This design comes from an exercise in tuning for a short achievable clock period and few clock cycles per item on the open sky130 flow, not from production work.
In this exercise RTL edits were held to simulation tests only and were not proved equivalent to the original.
Power is estimated from default activity; no workload was simulated.

==> inputs of run a <==
## x10_core
module x10_core (
    input  wire       clk,
    input  wire       rst,             
    input  wire       cfg_variant_b,   
    input  wire [2:0] cfg_sel,         
    input  wire [2:0] cfg_max,         
    input  wire [2:0] cfg_mult,        
    input  wire [3:0] cfg_house,       
    input  wire [1:0] cfg_idle,        
    input  wire       ev_valid,
    input  wire [1:0] ev_kind,         
    input  wire [7:0] ev_data,
    output wire       ev_ready,
    output reg        tx_valid,
    output reg  [7:0] tx_data,
    input  wire       tx_ready,
    output reg        od_valid,
    output reg  [2:0] od_slot,
    output reg  [2:0] mux_slot,
    output reg        rep_valid,
    output reg  [7:0] rep_byte,
    output reg        want_resync
);
    localparam EV_BYTE   = 2'd0;
    localparam EV_TICK   = 2'd1;
    localparam EV_RESYNC = 2'd2;
    localparam EV_RESUME = 2'd3;
    localparam IDLE_SCAN = 2'd0;
    localparam IDLE_PRIO = 2'd1;
    localparam M_READY  = 2'd0;    
    localparam M_TX     = 2'd1;    
    localparam M_EMIT   = 2'd2;    
    localparam M_REPLAY = 2'd3;    
    localparam A_IDLE    = 2'd0;
    localparam A_COLLECT = 2'd1;
    localparam A_DISCARD = 2'd2;
    localparam [3:0] RECOVERY_WINDOW = 4'd10;
    localparam [5:0] RESYNC_LAST     = 6'd59;    
    localparam [2:0] PRESCALE_LAST   = 3'd4;     
  ...
==> flow/config.mk <==
export PLATFORM = sky130hd
export DESIGN_NAME = x10_core
export DESIGN_NICKNAME = x10_core
export VERILOG_FILES = /design/flow/design.v
export SDC_FILE = /design/flow/constraint.sdc
export NUM_CORES = 4
export LEC_CHECK = 0
export ABC_AREA = 1
export CAP_MARGIN = 20
export CORE_MARGIN = 2
export CORE_UTILIZATION = 40
export SETUP_SLACK_MARGIN = 3.0
export SLEW_MARGIN = 20
==> flow/constraint.sdc <==
create_clock -name core_clock -period 5.0 [get_ports {clk}]
set_input_delay 1.0000 -clock core_clock [delete_from_list [all_inputs] [get_ports {clk}]]
set_output_delay 1.0000 -clock core_clock [all_outputs]
set_load 0.01 [all_outputs]
run.sh (not shown) runs the stock make flow with config.mk's settings and CLKGATE_MAP_FILE= SYNTH_SCRIPT=/design/flow/synth_recipe.tcl, a recipe that flattens the netlist after the stock synthesis.
==> inputs of run b, as changes to run a <==
--- a/flow/design.v
+++ b/flow/design.v
@@ -187,17 +187,15 @@
     reg       a_first;          
     reg [7:0] a_mask;           
     reg [6:1] a_unit;           
     reg       a_dirty;          
     reg [5:0] resync_left;      
     reg [2:0] q_slot [0:7];
-    reg [3:0] q_n;              
-    reg [2:0] q_ptr;            
-    reg [3:0] q_rem;            
-    reg       pend;
-    reg       pend_on;
+    reg [3:0] q_n;
+    reg [2:0] q_ptr;
+    reg [2:0] q_last;
     reg [6:0] e_act [0:7];
     reg [3:0] e_n;
     reg [3:0] rp_cnt;
     reg [4:0] b_pos;            
     reg       b_mine;           
     reg       b_hit;            
@@ -205,23 +203,31 @@
     reg [6:1] b_unit;           
     reg       b_on;
     reg       dup_valid;
     reg [7:0] dup_value;
     reg [2:0] prescale_left;    
     reg [2:0] tx_left;
+    reg       tx_first;         
+    reg       tx_c3, tx_9b;     
     assign ev_ready = rdy;
-    wire [4:0] ap_cam;
-    wire [2:0] ap_scnt, ap_slot;
-    wire       ap_scan, ap_call;
-    wire [3:0] ap_inact;
-    x10_ctrl u_ap (
+    wire [4:0] so_cam, sf_cam;
+    wire [2:0] so_scnt, sf_scnt, so_slot, sf_slot;
+    wire       so_scan, sf_scan, so_call, sf_call;
+    wire [3:0] so_inact, sf_inact;
+    x10_ctrl u_s_on (
         .cam(r_cam), .scan(r_scan), .scnt(r_scnt), .inact(r_inact),
         .scan_mult(scan_mult), .mx(max_cam), .idle_scan(idle_scan), .idle_prio(idle_prio),
-        .unit(a_unit), .on(pend_on),
-        .n_cam(ap_cam), .n_scan(ap_scan), .n_scnt(ap_scnt), .n_inact(ap_inact),
-        .call(ap_call), .call_slot(ap_slot));
+        .unit(a_unit), .on(1'b1),
+        .n_cam(so_cam), .n_scan(so_scan), .n_scnt(so_scnt), .n_inact(so_inact),
+        .call(so_call), .call_slot(so_slot));
+    x10_ctrl u_s_off (
+        .cam(r_cam), .scan(r_scan), .scnt(r_scnt), .inact(r_inact),
+        .scan_mult(scan_mult), .mx(max_cam), .idle_scan(idle_scan), .idle_prio(idle_prio),
+        .unit(a_unit), .on(1'b0),
+        .n_cam(sf_cam), .n_scan(sf_scan), .n_scnt(sf_scnt), .n_inact(sf_inact),
+        .call(sf_call), .call_slot(sf_slot));
     wire [4:0] bb_cam;
     wire [2:0] bb_scnt, bb_slot;
     wire       bb_scan, bb_call;
     wire [3:0] bb_inact;
     x10_ctrl u_b (
         .cam(r_cam), .scan(r_scan), .scnt(r_scnt), .inact(r_inact),
@@ -279,36 +285,35 @@
     wire d_tx   = d_5a || d_a5 || (ev_data == 8'h00);
     wire d_rep  = !(d_tx || (ev_data == 8'h55) || d_len);
     wire d_on   = (ev_data[3:0] == 4'h2);
     wire d_off  = (ev_data[3:0] == 4'h3);
     wire d_mine = (ev_data[7:4] == raw_ha);
     wire d_act  = d_mine && (d_on || d_off);
+    wire d_call = d_mine && ((d_on && so_call) || (d_off && sf_call));
     wire d_ad   = (ev_data == 8'hAD);
     wire c_pay    = a_col && !a_first;
     wire c_func   = c_pay && a_mask[0] && (|a_unit);     
     wire c_sfunc  = c_func && !a_dirty;                  
     wire c_addr   = c_pay && !a_mask[0];
     wire c_fe_cl  = c_pay && a_last && !a_dirty;         
     wire c_fe_dt  = c_pay && a_last && a_dirty;          
+    wire c_q0     = (q_n != 4'd0);
+    wire c_q1     = (q_n == 4'd1);
+    wire c_q2     = (q_n >= 4'd2);
     wire c_e0     = (e_n != 4'd0);
     wire [6:1] p_dev = dev_a(ev_data[3:0]) & {2'b11, max_cam[4], max_cam[4] | max_cam[3], 2'b11};
+    wire [2:0] p_slot = ev_data[0] ? sf_slot : so_slot;
     wire [6:0] u_dec = unit_b(ev_data);
     wire c_b4   = b_pos[4] && b_mine && !b_hit;
     wire c_slow = !variant_b || (prescale_left == 3'd0);
     wire ev_slow  = e_tick && c_slow;
     wire ev_b     = e_byte && c_b4 && d_ad;
     wire ev_fe    = e_byte && c_fe_cl;
     wire ev_sact  = e_byte && c_sfunc && d_act;
-    wire       ap_callp  = pend && ap_call;
-    wire       q_any     = (q_rem != 4'd0);
-    wire       emit_ok   = q_any || ap_callp;
-    wire [2:0] emit_slot = q_any ? q_slot[q_ptr] : ap_slot;
-    wire       emit      = emit_ok && (m_emit || ev_fe);
-    wire       q_done    = !q_any || (q_rem == 4'd1 && !ap_callp);
     wire tx_start = e_byte && a_idle && d_tx;
-    wire fe_emit  = ev_fe && (!q_done || (c_sfunc && d_act));
+    wire fe_emit  = ev_fe && (c_q2 || (c_q1 && c_func && d_call));
     wire fe_rep   = e_byte && c_fe_dt && (c_e0 || (c_func && d_act));
     always @(posedge clk) begin
         if (load) begin
             r_cam   <= init_cam;
             r_scan  <= (cfg_idle == IDLE_SCAN);
             r_scnt  <= cfg_mult;
@@ -325,46 +330,48 @@
             r_inact <= t_inact;
         end else if (ev_b) begin
             r_cam   <= bb_cam;
             r_scan  <= bb_scan;
             r_scnt  <= bb_scnt;
             r_inact <= bb_inact;
-        end else if (pend) begin
-            r_cam   <= ap_cam;
-            r_scan  <= ap_scan;
-            r_scnt  <= ap_scnt;
-            r_inact <= ap_inact;
+        end else if (ev_sact) begin
+            r_cam   <= ev_data[0] ? sf_cam   : so_cam;
+            r_scan  <= ev_data[0] ? sf_scan  : so_scan;
+            r_scnt  <= ev_data[0] ? sf_scnt  : so_scnt;
+            r_inact <= ev_data[0] ? sf_inact : so_inact;
         end
     end
     always @(posedge clk) begin
         if (!a_col) begin
             k_cam   <= r_cam;
             k_scan  <= r_scan;
             k_scnt  <= r_scnt;
             k_inact <= r_inact;
         end
     end
-    wire od_next = load || rp_pend || (ev_slow && t_call) ||
-                   (ev_b && bb_call) || emit;
+    wire od_next = load || m_emit || rp_pend || (ev_slow && t_call) ||
+                   (ev_b && bb_call) || (ev_fe && (c_q0 || (c_func && d_call)));
     wire [2:0] r_slot   = {r_cam[4], r_cam[3] | r_cam[2], r_cam[3] | r_cam[1]};
-    wire [2:0] mux_b    = (c_b4 && d_ad && bb_call) ? bb_slot : mux_slot;
-    wire [2:0] mux_a    = (c_fe_cl && emit_ok) ? emit_slot : mux_slot;
-    wire [2:0] mux_t    = (c_slow && t_call) ? t_slot : mux_slot;
+    wire [2:0] k_slot   = {k_cam[4], k_cam[3] | k_cam[2], k_cam[3] | k_cam[1]};
+    wire [2:0] hold     = (a_col && !a_dirty) ? k_slot : r_slot;
+    wire [2:0] mux_b    = (c_b4 && d_ad && bb_call) ? bb_slot : hold;
+    wire [2:0] mux_a    = !c_fe_cl ? hold : c_q0 ? q_slot[0] : (c_func && d_call) ? p_slot : hold;
+    wire [2:0] mux_t    = (c_slow && t_call) ? t_slot : hold;
     wire [2:0] mux_ev   = (ev_kind == EV_TICK)   ? mux_t :
                           (ev_kind == EV_RESUME) ? init_slot :
-                          (ev_kind == EV_RESYNC) ? mux_slot :
+                          (ev_kind == EV_RESYNC) ? hold :
                           variant_b ? mux_b : mux_a;
     wire [2:0] mux_d    = rst ? init_slot :
-                          m_emit ? (emit_ok ? emit_slot : mux_slot) :
+                          m_emit ? q_slot[q_ptr] :
                           m_rep ? r_slot :
-                          (ev_valid && rdy) ? mux_ev : mux_slot;
+                          (ev_valid && rdy) ? mux_ev : hold;
     wire [2:0] od_ev    = (ev_kind == EV_TICK)   ? t_slot :
                           (ev_kind == EV_RESUME) ? init_slot :
-                          variant_b ? bb_slot : emit_slot;
+                          variant_b ? bb_slot : c_q0 ? q_slot[0] : p_slot;
     wire [2:0] od_d     = rst ? init_slot :
-                          m_emit ? emit_slot :
+                          m_emit ? q_slot[q_ptr] :
                           m_rep ? r_slot : od_ev;
     always @(posedge clk) begin
         od_valid <= od_next;
         od_slot  <= od_d;
         mux_slot <= mux_d;
     end
@@ -382,13 +389,13 @@
         end else if (m_tx) begin
             if (tx_ready && tx_left == 3'd1) begin
                 rdy  <= 1'b1;
                 m_tx <= 1'b0;
             end
         end else if (m_emit) begin
-            if (q_done) begin
+            if (q_ptr == q_last) begin
                 rdy    <= 1'b1;
                 m_emit <= 1'b0;
             end
         end else begin
             if (!rp_run) begin
                 rdy   <= 1'b1;
@@ -410,17 +417,23 @@
             tx_valid <= 1'b0;
         else if (tx_start)
             tx_valid <= 1'b1;
         else if (m_tx && tx_ready && tx_left == 3'd1)
             tx_valid <= 1'b0;
         if (!m_tx) begin
-            tx_data <= d_5a ? 8'hC3 : d_a5 ? 8'h9B : 8'h00;
-            tx_left <= d_a5 ? 3'd7 : 3'd1;
-        end else if (tx_ready) begin
-            tx_data <= 8'h00;
-            tx_left <= tx_left - 3'd1;
+            tx_data  <= d_5a ? 8'hC3 : d_a5 ? 8'h9B : 8'h00;
+            tx_left  <= d_a5 ? 3'd7 : 3'd1;
+            tx_first <= 1'b1;
+            tx_c3    <= d_5a;
+            tx_9b    <= d_a5;
+        end else begin
+            tx_data  <= (tx_first && !tx_ready) ? (tx_c3 ? 8'hC3 : tx_9b ? 8'h9B : 8'h00) : 8'h00;
+            if (tx_ready) begin
+                tx_left  <= tx_left - 3'd1;
+                tx_first <= 1'b0;
+            end
         end
     end
     always @(posedge clk) begin
         rep_valid <= !rst && e_byte && a_idle && d_rep;
         rep_byte  <= ev_data;
     end
@@ -462,30 +475,24 @@
         else if (e_byte && c_pay)
             a_mask <= {1'b0, a_mask[7:1]};
         if (a_idle)
             a_dirty <= 1'b0;
         else if (e_tick && a_col)
             a_dirty <= 1'b1;
-        if (a_idle && rdy) begin
-            q_n   <= 4'd0;
-            q_ptr <= 3'd0;
-            q_rem <= 4'd0;
+        if (a_idle)
+            q_n <= 4'd0;
+        else if (e_byte && c_sfunc && d_call)
+            q_n <= q_n + 4'd1;
+        if (c_pay)
+            q_slot[q_n[2:0]] <= p_slot;
+        if (!m_emit) begin
+            q_ptr  <= 3'd1;
+            q_last <= (c_func && d_call) ? q_n[2:0] : q_n[2:0] - 3'd1;
         end else begin
-            if (ap_callp)
-                q_n <= q_n + 4'd1;
-            if (emit)
-                q_ptr <= q_ptr + 3'd1;
-            if (ap_callp && !emit)
-                q_rem <= q_rem + 4'd1;
-            else if (!ap_callp && emit)
-                q_rem <= q_rem - 4'd1;
+            q_ptr  <= q_ptr + 3'd1;
         end
-        if (pend)
-            q_slot[q_n[2:0]] <= ap_slot;
-        pend    <= !load && ev_sact;
-        pend_on <= d_on;
         if (a_idle)
             e_n <= 4'd0;
         else if (e_byte && c_func && d_act)
             e_n <= e_n + 4'd1;
         if (m_rep) begin
             for (i = 0; i < 7; i = i + 1)
==> inputs of run c, as changes to run a <==
--- a/flow/design.v
+++ b/flow/design.v
@@ -187,17 +187,15 @@
     reg       a_first;          
     reg [7:0] a_mask;           
     reg [6:1] a_unit;           
     reg       a_dirty;          
     reg [5:0] resync_left;      
     reg [2:0] q_slot [0:7];
-    reg [3:0] q_n;              
-    reg [2:0] q_ptr;            
-    reg [3:0] q_rem;            
-    reg       pend;
-    reg       pend_on;
+    reg [3:0] q_n;
+    reg [2:0] q_ptr;
+    reg [2:0] q_last;
     reg [6:0] e_act [0:7];
     reg [3:0] e_n;
     reg [3:0] rp_cnt;
     reg [4:0] b_pos;            
     reg       b_mine;           
     reg       b_hit;            
@@ -206,22 +204,28 @@
     reg       b_on;
     reg       dup_valid;
     reg [7:0] dup_value;
     reg [2:0] prescale_left;    
     reg [2:0] tx_left;
     assign ev_ready = rdy;
-    wire [4:0] ap_cam;
-    wire [2:0] ap_scnt, ap_slot;
-    wire       ap_scan, ap_call;
-    wire [3:0] ap_inact;
-    x10_ctrl u_ap (
+    wire [4:0] so_cam, sf_cam;
+    wire [2:0] so_scnt, sf_scnt, so_slot, sf_slot;
+    wire       so_scan, sf_scan, so_call, sf_call;
+    wire [3:0] so_inact, sf_inact;
+    x10_ctrl u_s_on (
         .cam(r_cam), .scan(r_scan), .scnt(r_scnt), .inact(r_inact),
         .scan_mult(scan_mult), .mx(max_cam), .idle_scan(idle_scan), .idle_prio(idle_prio),
-        .unit(a_unit), .on(pend_on),
-        .n_cam(ap_cam), .n_scan(ap_scan), .n_scnt(ap_scnt), .n_inact(ap_inact),
-        .call(ap_call), .call_slot(ap_slot));
+        .unit(a_unit), .on(1'b1),
+        .n_cam(so_cam), .n_scan(so_scan), .n_scnt(so_scnt), .n_inact(so_inact),
+        .call(so_call), .call_slot(so_slot));
+    x10_ctrl u_s_off (
+        .cam(r_cam), .scan(r_scan), .scnt(r_scnt), .inact(r_inact),
+        .scan_mult(scan_mult), .mx(max_cam), .idle_scan(idle_scan), .idle_prio(idle_prio),
+        .unit(a_unit), .on(1'b0),
+        .n_cam(sf_cam), .n_scan(sf_scan), .n_scnt(sf_scnt), .n_inact(sf_inact),
+        .call(sf_call), .call_slot(sf_slot));
     wire [4:0] bb_cam;
     wire [2:0] bb_scnt, bb_slot;
     wire       bb_scan, bb_call;
     wire [3:0] bb_inact;
     x10_ctrl u_b (
         .cam(r_cam), .scan(r_scan), .scnt(r_scnt), .inact(r_inact),
@@ -279,36 +283,35 @@
     wire d_tx   = d_5a || d_a5 || (ev_data == 8'h00);
     wire d_rep  = !(d_tx || (ev_data == 8'h55) || d_len);
     wire d_on   = (ev_data[3:0] == 4'h2);
     wire d_off  = (ev_data[3:0] == 4'h3);
     wire d_mine = (ev_data[7:4] == raw_ha);
     wire d_act  = d_mine && (d_on || d_off);
+    wire d_call = d_mine && ((d_on && so_call) || (d_off && sf_call));
     wire d_ad   = (ev_data == 8'hAD);
     wire c_pay    = a_col && !a_first;
     wire c_func   = c_pay && a_mask[0] && (|a_unit);     
     wire c_sfunc  = c_func && !a_dirty;                  
     wire c_addr   = c_pay && !a_mask[0];
     wire c_fe_cl  = c_pay && a_last && !a_dirty;         
     wire c_fe_dt  = c_pay && a_last && a_dirty;          
+    wire c_q0     = (q_n != 4'd0);
+    wire c_q1     = (q_n == 4'd1);
+    wire c_q2     = (q_n >= 4'd2);
     wire c_e0     = (e_n != 4'd0);
     wire [6:1] p_dev = dev_a(ev_data[3:0]) & {2'b11, max_cam[4], max_cam[4] | max_cam[3], 2'b11};
+    wire [2:0] p_slot = ev_data[0] ? sf_slot : so_slot;
     wire [6:0] u_dec = unit_b(ev_data);
     wire c_b4   = b_pos[4] && b_mine && !b_hit;
     wire c_slow = !variant_b || (prescale_left == 3'd0);
     wire ev_slow  = e_tick && c_slow;
     wire ev_b     = e_byte && c_b4 && d_ad;
     wire ev_fe    = e_byte && c_fe_cl;
     wire ev_sact  = e_byte && c_sfunc && d_act;
-    wire       ap_callp  = pend && ap_call;
-    wire       q_any     = (q_rem != 4'd0);
-    wire       emit_ok   = q_any || ap_callp;
-    wire [2:0] emit_slot = q_any ? q_slot[q_ptr] : ap_slot;
-    wire       emit      = emit_ok && (m_emit || ev_fe);
-    wire       q_done    = !q_any || (q_rem == 4'd1 && !ap_callp);
     wire tx_start = e_byte && a_idle && d_tx;
-    wire fe_emit  = ev_fe && (!q_done || (c_sfunc && d_act));
+    wire fe_emit  = ev_fe && (c_q2 || (c_q1 && c_func && d_call));
     wire fe_rep   = e_byte && c_fe_dt && (c_e0 || (c_func && d_act));
     always @(posedge clk) begin
         if (load) begin
             r_cam   <= init_cam;
             r_scan  <= (cfg_idle == IDLE_SCAN);
             r_scnt  <= cfg_mult;
@@ -325,46 +328,46 @@
             r_inact <= t_inact;
         end else if (ev_b) begin
             r_cam   <= bb_cam;
             r_scan  <= bb_scan;
             r_scnt  <= bb_scnt;
             r_inact <= bb_inact;
-        end else if (pend) begin
-            r_cam   <= ap_cam;
-            r_scan  <= ap_scan;
-            r_scnt  <= ap_scnt;
-            r_inact <= ap_inact;
+        end else if (ev_sact) begin
+            r_cam   <= ev_data[0] ? sf_cam   : so_cam;
+            r_scan  <= ev_data[0] ? sf_scan  : so_scan;
+            r_scnt  <= ev_data[0] ? sf_scnt  : so_scnt;
+            r_inact <= ev_data[0] ? sf_inact : so_inact;
         end
     end
     always @(posedge clk) begin
         if (!a_col) begin
             k_cam   <= r_cam;
             k_scan  <= r_scan;
             k_scnt  <= r_scnt;
             k_inact <= r_inact;
         end
     end
-    wire od_next = load || rp_pend || (ev_slow && t_call) ||
-                   (ev_b && bb_call) || emit;
+    wire od_next = load || m_emit || rp_pend || (ev_slow && t_call) ||
+                   (ev_b && bb_call) || (ev_fe && (c_q0 || (c_func && d_call)));
     wire [2:0] r_slot   = {r_cam[4], r_cam[3] | r_cam[2], r_cam[3] | r_cam[1]};
     wire [2:0] mux_b    = (c_b4 && d_ad && bb_call) ? bb_slot : mux_slot;
-    wire [2:0] mux_a    = (c_fe_cl && emit_ok) ? emit_slot : mux_slot;
+    wire [2:0] mux_a    = !c_fe_cl ? mux_slot : c_q0 ? q_slot[0] : (c_func && d_call) ? p_slot : mux_slot;
     wire [2:0] mux_t    = (c_slow && t_call) ? t_slot : mux_slot;
     wire [2:0] mux_ev   = (ev_kind == EV_TICK)   ? mux_t :
                           (ev_kind == EV_RESUME) ? init_slot :
                           (ev_kind == EV_RESYNC) ? mux_slot :
                           variant_b ? mux_b : mux_a;
     wire [2:0] mux_d    = rst ? init_slot :
-                          m_emit ? (emit_ok ? emit_slot : mux_slot) :
+                          m_emit ? q_slot[q_ptr] :
                           m_rep ? r_slot :
                           (ev_valid && rdy) ? mux_ev : mux_slot;
     wire [2:0] od_ev    = (ev_kind == EV_TICK)   ? t_slot :
                           (ev_kind == EV_RESUME) ? init_slot :
-                          variant_b ? bb_slot : emit_slot;
+                          variant_b ? bb_slot : c_q0 ? q_slot[0] : p_slot;
     wire [2:0] od_d     = rst ? init_slot :
-                          m_emit ? emit_slot :
+                          m_emit ? q_slot[q_ptr] :
                           m_rep ? r_slot : od_ev;
     always @(posedge clk) begin
         od_valid <= od_next;
         od_slot  <= od_d;
         mux_slot <= mux_d;
     end
@@ -382,13 +385,13 @@
         end else if (m_tx) begin
             if (tx_ready && tx_left == 3'd1) begin
                 rdy  <= 1'b1;
                 m_tx <= 1'b0;
             end
         end else if (m_emit) begin
-            if (q_done) begin
+            if (q_ptr == q_last) begin
                 rdy    <= 1'b1;
                 m_emit <= 1'b0;
             end
         end else begin
             if (!rp_run) begin
                 rdy   <= 1'b1;
@@ -462,30 +465,24 @@
         else if (e_byte && c_pay)
             a_mask <= {1'b0, a_mask[7:1]};
         if (a_idle)
             a_dirty <= 1'b0;
         else if (e_tick && a_col)
             a_dirty <= 1'b1;
-        if (a_idle && rdy) begin
-            q_n   <= 4'd0;
-            q_ptr <= 3'd0;
-            q_rem <= 4'd0;
+        if (a_idle)
+            q_n <= 4'd0;
+        else if (e_byte && c_sfunc && d_call)
+            q_n <= q_n + 4'd1;
+        if (c_pay)
+            q_slot[q_n[2:0]] <= p_slot;
+        if (!m_emit) begin
+            q_ptr  <= 3'd1;
+            q_last <= (c_func && d_call) ? q_n[2:0] : q_n[2:0] - 3'd1;
         end else begin
-            if (ap_callp)
-                q_n <= q_n + 4'd1;
-            if (emit)
-                q_ptr <= q_ptr + 3'd1;
-            if (ap_callp && !emit)
-                q_rem <= q_rem + 4'd1;
-            else if (!ap_callp && emit)
-                q_rem <= q_rem - 4'd1;
+            q_ptr  <= q_ptr + 3'd1;
         end
-        if (pend)
-            q_slot[q_n[2:0]] <= ap_slot;
-        pend    <= !load && ev_sact;
-        pend_on <= d_on;
         if (a_idle)
             e_n <= 4'd0;
         else if (e_byte && c_func && d_act)
             e_n <= e_n + 4'd1;
         if (m_rep) begin
             for (i = 0; i < 7; i = i + 1)
==> comparison <==
Run b ran to the end with no violations. Run c ran to the end with no violations. Run a passed the timing, DRC and antenna checks. Of run c and run a, run a has the higher first-iteration DRC count (gap about 8%, measured against run a). Against run c, the clock-buffer cell count of run a is higher by 4. Sequential share of layout area, highest first: run a, run c, run b. Against run b, the clock power of run c is smaller by about 6%.
==> figures <==
quantity                                                                    run c                            run b             run a
Status                                           no timing/DRC/antenna violations  no timing/DRC/antenna violations  no timing/DRC/antenna violations
Sequential cell area                                                  0.00633 mm²                      0.00635 mm²       0.00639 mm²
Reg-to-Reg Start                                                         r_cam[2]                         r_cam[0]          r_cam[1]
Setup crit end kind                                                   output port                         register          register
Transition time of the tightest slew-check pin                           0.693 ns                         0.782 ns          0.740 ns
Number of enable-type register cells in the synthesized netlist               167                              163               164
Final hold slack                                                         0.416 ns                         0.419 ns          0.421 ns
Class of the most critical setup path                                     reg2out                          reg2reg            in2reg
Top cell category                                                sequential cells  multi-input combinational cells  sequential cells
Num sequential                                                                231                              234               236
Testbench counts of run a, summed over its fixed seeds: cycles 24,726, events 24,000.
Testbench counts of run b, summed over its fixed seeds: cycles 24,651, events 24,000.
Testbench counts of run c, summed over its fixed seeds: cycles 24,651, events 24,000.

[what the ideal ports hide]
How much do the figures lean on ideal ports? The routed layouts below were timed once more, with nothing changed but the port constraints.
Step 1 (the two cells are an assumption about what drives the block):
set clk [get_ports {clk}]
set_driving_cell -lib_cell sky130_fd_sc_hd__clkbuf_16 $clk
set_driving_cell -lib_cell sky130_fd_sc_hd__buf_2 [delete_from_list [all_inputs] $clk]
Step 2 adds t to the input delays and takes it off the output delays; t is the mean of the earliest and latest rising clock arrival at the registers after step 1. Input paths then give back, and output paths get back, about the clock's delay inside the block.
Three values: no drivers, after step 1, after step 2; two values: the first two.
run | t (ns) | setup WS [ns] | hold slack, ns | clock arrival spread, ns | slew at the worst register clock pin (ns)
run a | 0.587 | 2.776 / 2.765 / 2.178 | 0.421 / 0.421 / 0.421 | 0.025 / 0.025 | 0.07 / 0.07
run b | 0.595 | 2.557 / 2.535 / 1.939 | 0.419 / 0.419 / 0.419 | 0.020 / 0.019 | 0.06 / 0.06
run c | 0.594 | 2.896 / 2.845 / 2.347 | 0.416 / 0.416 / 0.416 | 0.026 / 0.026 | 0.06 / 0.06
After both steps every run listed still meets setup and hold. The setup slack of run b, which loses most, moves by -0.022 ns with the drivers and by -0.618 ns with both steps.
